Background: an optimization exercise with open tools, aiming at small area, a short achievable clock period and few clock cycles. Do not read the settings as production practice.
Only simulation tests tie the RTL to the original design; equivalence was not proved.

==> flow/design.v (excerpt) <==
module manchester_decoder #(
    parameter integer W           = 16,
    parameter integer NOISE_FLOOR = 64,
    parameter integer N_SAMPLES   = 260
) (
    input  wire          clk,
    input  wire          rst,
    input  wire          op_valid,
    output wire          op_ready,
    input  wire [W+3:0]  op_word,
    output reg           rsp_valid,
    output wire          rsp_ok,
    output wire [39:0]   rsp_data,
    output wire [1:0]    state,
    output wire          cap_en,
    output wire          trig_both,
    output wire          ctr_clear
);
    localparam [2:0] OP_START    = 3'd1;
    localparam [2:0] OP_EDGE     = 3'd2;
    localparam [2:0] OP_OVF      = 3'd3;
    localparam [2:0] OP_DECODE   = 3'd4;
    localparam [2:0] OP_GETSTATE = 3'd5;
    localparam [2:0] OP_GETFAC   = 3'd6;
    localparam [2:0] OP_GETUID   = 3'd7;
    localparam [1:0] S_INIT        = 2'd0;
    localparam [1:0] S_FIND_PERIOD = 2'd1;
    localparam [1:0] S_CAPTURE     = 2'd2;
    localparam [1:0] S_DONE        = 2'd3;
  ...
Size: about 71 I/O pins, about 0.017 sq mm of cells after synthesis.
==> flow/config.mk <==
export PLATFORM = sky130hd
export DESIGN_NAME = manchester_decoder
export DESIGN_NICKNAME = manchester_decoder
export VERILOG_FILES = /design/flow/design.v
export SDC_FILE = /design/flow/constraint.sdc
export NUM_CORES = 4
export LEC_CHECK = 0
export ABC_CLOCK_PERIOD_IN_PS = 4500
export CAP_MARGIN = 20
export CORE_MARGIN = 2
export CORE_UTILIZATION = 40
export PLACE_DENSITY = 0.6
export SLEW_MARGIN = 20
==> flow/constraint.sdc <==
create_clock -name core_clock -period 10.0 [get_ports {clk}]
set_input_delay 2.0000 -clock core_clock [delete_from_list [all_inputs] [get_ports {clk}]]
set_output_delay 2.0000 -clock core_clock [all_outputs]
set_load 0.01 [all_outputs]
standard.sh (not shown) runs the stock make flow with config.mk's settings and CLKGATE_MAP_FILE= SYNTH_SCRIPT=/design/flow/synth_recipe.tcl, a recipe that flattens the netlist after the stock synthesis.
==> flow/flow/run.sh <==
#!/bin/bash
set -euo pipefail
export BUFFER_PORTS_ARGS="-buffer_cell sky130_fd_sc_hd__buf_2"
export SETUP_SLACK_MARGIN=5.5
bash standard.sh > standard_flow.log 2>&1
Testbench counts at the start, summed over its fixed seeds: cycles 16,552.
Edit:
--- a/flow/design.v
+++ b/flow/design.v
@@ -65,16 +65,14 @@
     reg           o_sel;         
     reg  [1:0]    tst  [0:3];    
     reg  [3:0]    trn  [0:3];    
     reg  [2:0]    tcl  [0:3];    
     reg  [3:0]    cacc [0:3];
     reg           wvalid;
     reg  [1:0]    widx;
-    reg           pend;          
-    reg  [1:0]    pend_u;
     reg  [39:0]   wdata;
     reg  [7:0]    facility;
     reg  [31:0]   uid;
     reg  [2:0]    rk;
     assign op_ready  = ready_q;
     assign state     = state_q;
     assign cap_en    = cap_en_q;
@@ -176,43 +174,36 @@
     end
     reg [3:0] cand;
     always @* begin
         for (u = 0; u < 4; u = u + 1)
             cand[u] = c_en[u] && (tst[u] == T_FRAME) && (trn[u] == R_10) &&
                       (tcl[u] == C_4) && !c_b[u] && (cacc[u] == 4'd0) && alive_n[o_sel];
     end
-    wire even_first = !p_sh && p_hq;      
-    reg  [3:0] cap_set, pend_set, now_ok;
-    always @* begin
-        for (u = 0; u < 4; u = u + 1) begin
-            now_ok[u]   = (u % 2 == 0) ? o_sel : (o_sel || even_first);
-            cap_set[u]  = (cand[u] && now_ok[u]) || (pend && p_hq && (pend_u == u));
-            pend_set[u] = (cand[u] && !now_ok[u]) || (pend && !p_hq && (pend_u == u));
-        end
-    end
-    reg [1:0] t_new, p_new;
+    reg [1:0] t_new;
     always @* begin
         t_new = 2'd3;
-        p_new = 2'd3;
-        for (u = 3; u >= 0; u = u - 1) begin
-            if (cap_set[u])  t_new = u;
-            if (pend_set[u]) p_new = u;
-        end
+        for (u = 3; u >= 0; u = u - 1)
+            if (cand[u]) t_new = u;
     end
-    wire take = (|cap_set) && (!wvalid || (t_new < widx));
+    wire take = (|cand) && (!wvalid || (t_new < widx));
+    wire n_off = o_sel;
     wire n_inv = t_new[1];
     wire n_enc = t_new[0];
-    wire pol   = n_inv ^ (o_sel && !n_enc);
+    wire selm  = !n_off || p_sh;      
+    wire selp  = !n_off && p_sh;      
+    wire pol   = n_inv ^ (n_off && !n_enc);
     reg [39:0] ndata;
     integer r, c, d;
     always @* begin
         for (r = 0; r < 10; r = r + 1)
             for (c = 0; c < 4; c = c + 1) begin
                 d = 54 - 5 * r - c;
-                ndata[39 - 4 * r - c] = pol ^ (n_enc ? (hq[d-1] ^ hq[d]) : hq[d]);
+                ndata[39 - 4 * r - c] = pol ^ (n_enc ?
+                    (selp ? (hq[d-2] ^ hq[d-1]) : (hq[d-1] ^ hq[d])) :
+                    (selm ? hq[d-1] : hq[d]));
             end
     end
     wire [8:0] cnt_p1 = cnt + 9'd1;
     wire [8:0] cnt_p2 = cnt + 9'd2;
     wire [W-1:0] min_next = (interval < min_interval) ? interval : min_interval;
     wire end_fp = edge_ok && (state_q == S_FIND_PERIOD) && (cnt[6:0] == 7'd127);
     wire [18:0] m3 = {2'b00, min_interval, 1'b0} + {3'b000, min_interval};
@@ -271,19 +262,16 @@
         if (bwait)
             o_sel <= 1'b0;
         else if (sw)
             o_sel <= 1'b1;
         if (bwait) begin
             alive  <= 2'b11;
             wvalid <= 1'b0;
-            pend   <= 1'b0;
         end else begin
-            alive  <= alive_n;
-            pend   <= |pend_set;
-            pend_u <= p_new;
+            alive <= alive_n;
             if (take) begin
                 wvalid <= 1'b1;
                 widx   <= t_new;
                 wdata  <= ndata;
             end
         end
         if (p_hq)
Hold slack got worse by 0.0058 ns.
Final area rises by 5.7%.
Setup slack improved by 0.076 ns.
Via count rises by 16%.
Synthesized area rises by about 7%.
Testbench counts after the change, summed over its fixed seeds: cycles 16,552.

## port drivers added, routing unchanged
No port has a modelled driver above. Below, the same layouts with a new extraction and two added sets of constraints.
Step 1 assumes that a clkbuf_16 drives the clock port and a buf_2 every other input.
Step 2, shift: input delay + t, output delay - t, t = (earliest + latest rising clock arrival at the registers) / 2. This alone moves slack from input paths to output paths.
Three values: ideal, step 1, step 2; two values: the first two.
run	t, ns	slack for setup (ns)	pins driven straight from the clock port
the first run	0.637	5.439 / 5.339 / 5.044	1
the second run	0.594	5.515 / 5.481 / 5.051	1
After both steps setup and hold are still met in every run listed. The setup slack of the second run, which loses most, moves by -0.034 ns with the drivers and by -0.464 ns with both steps.
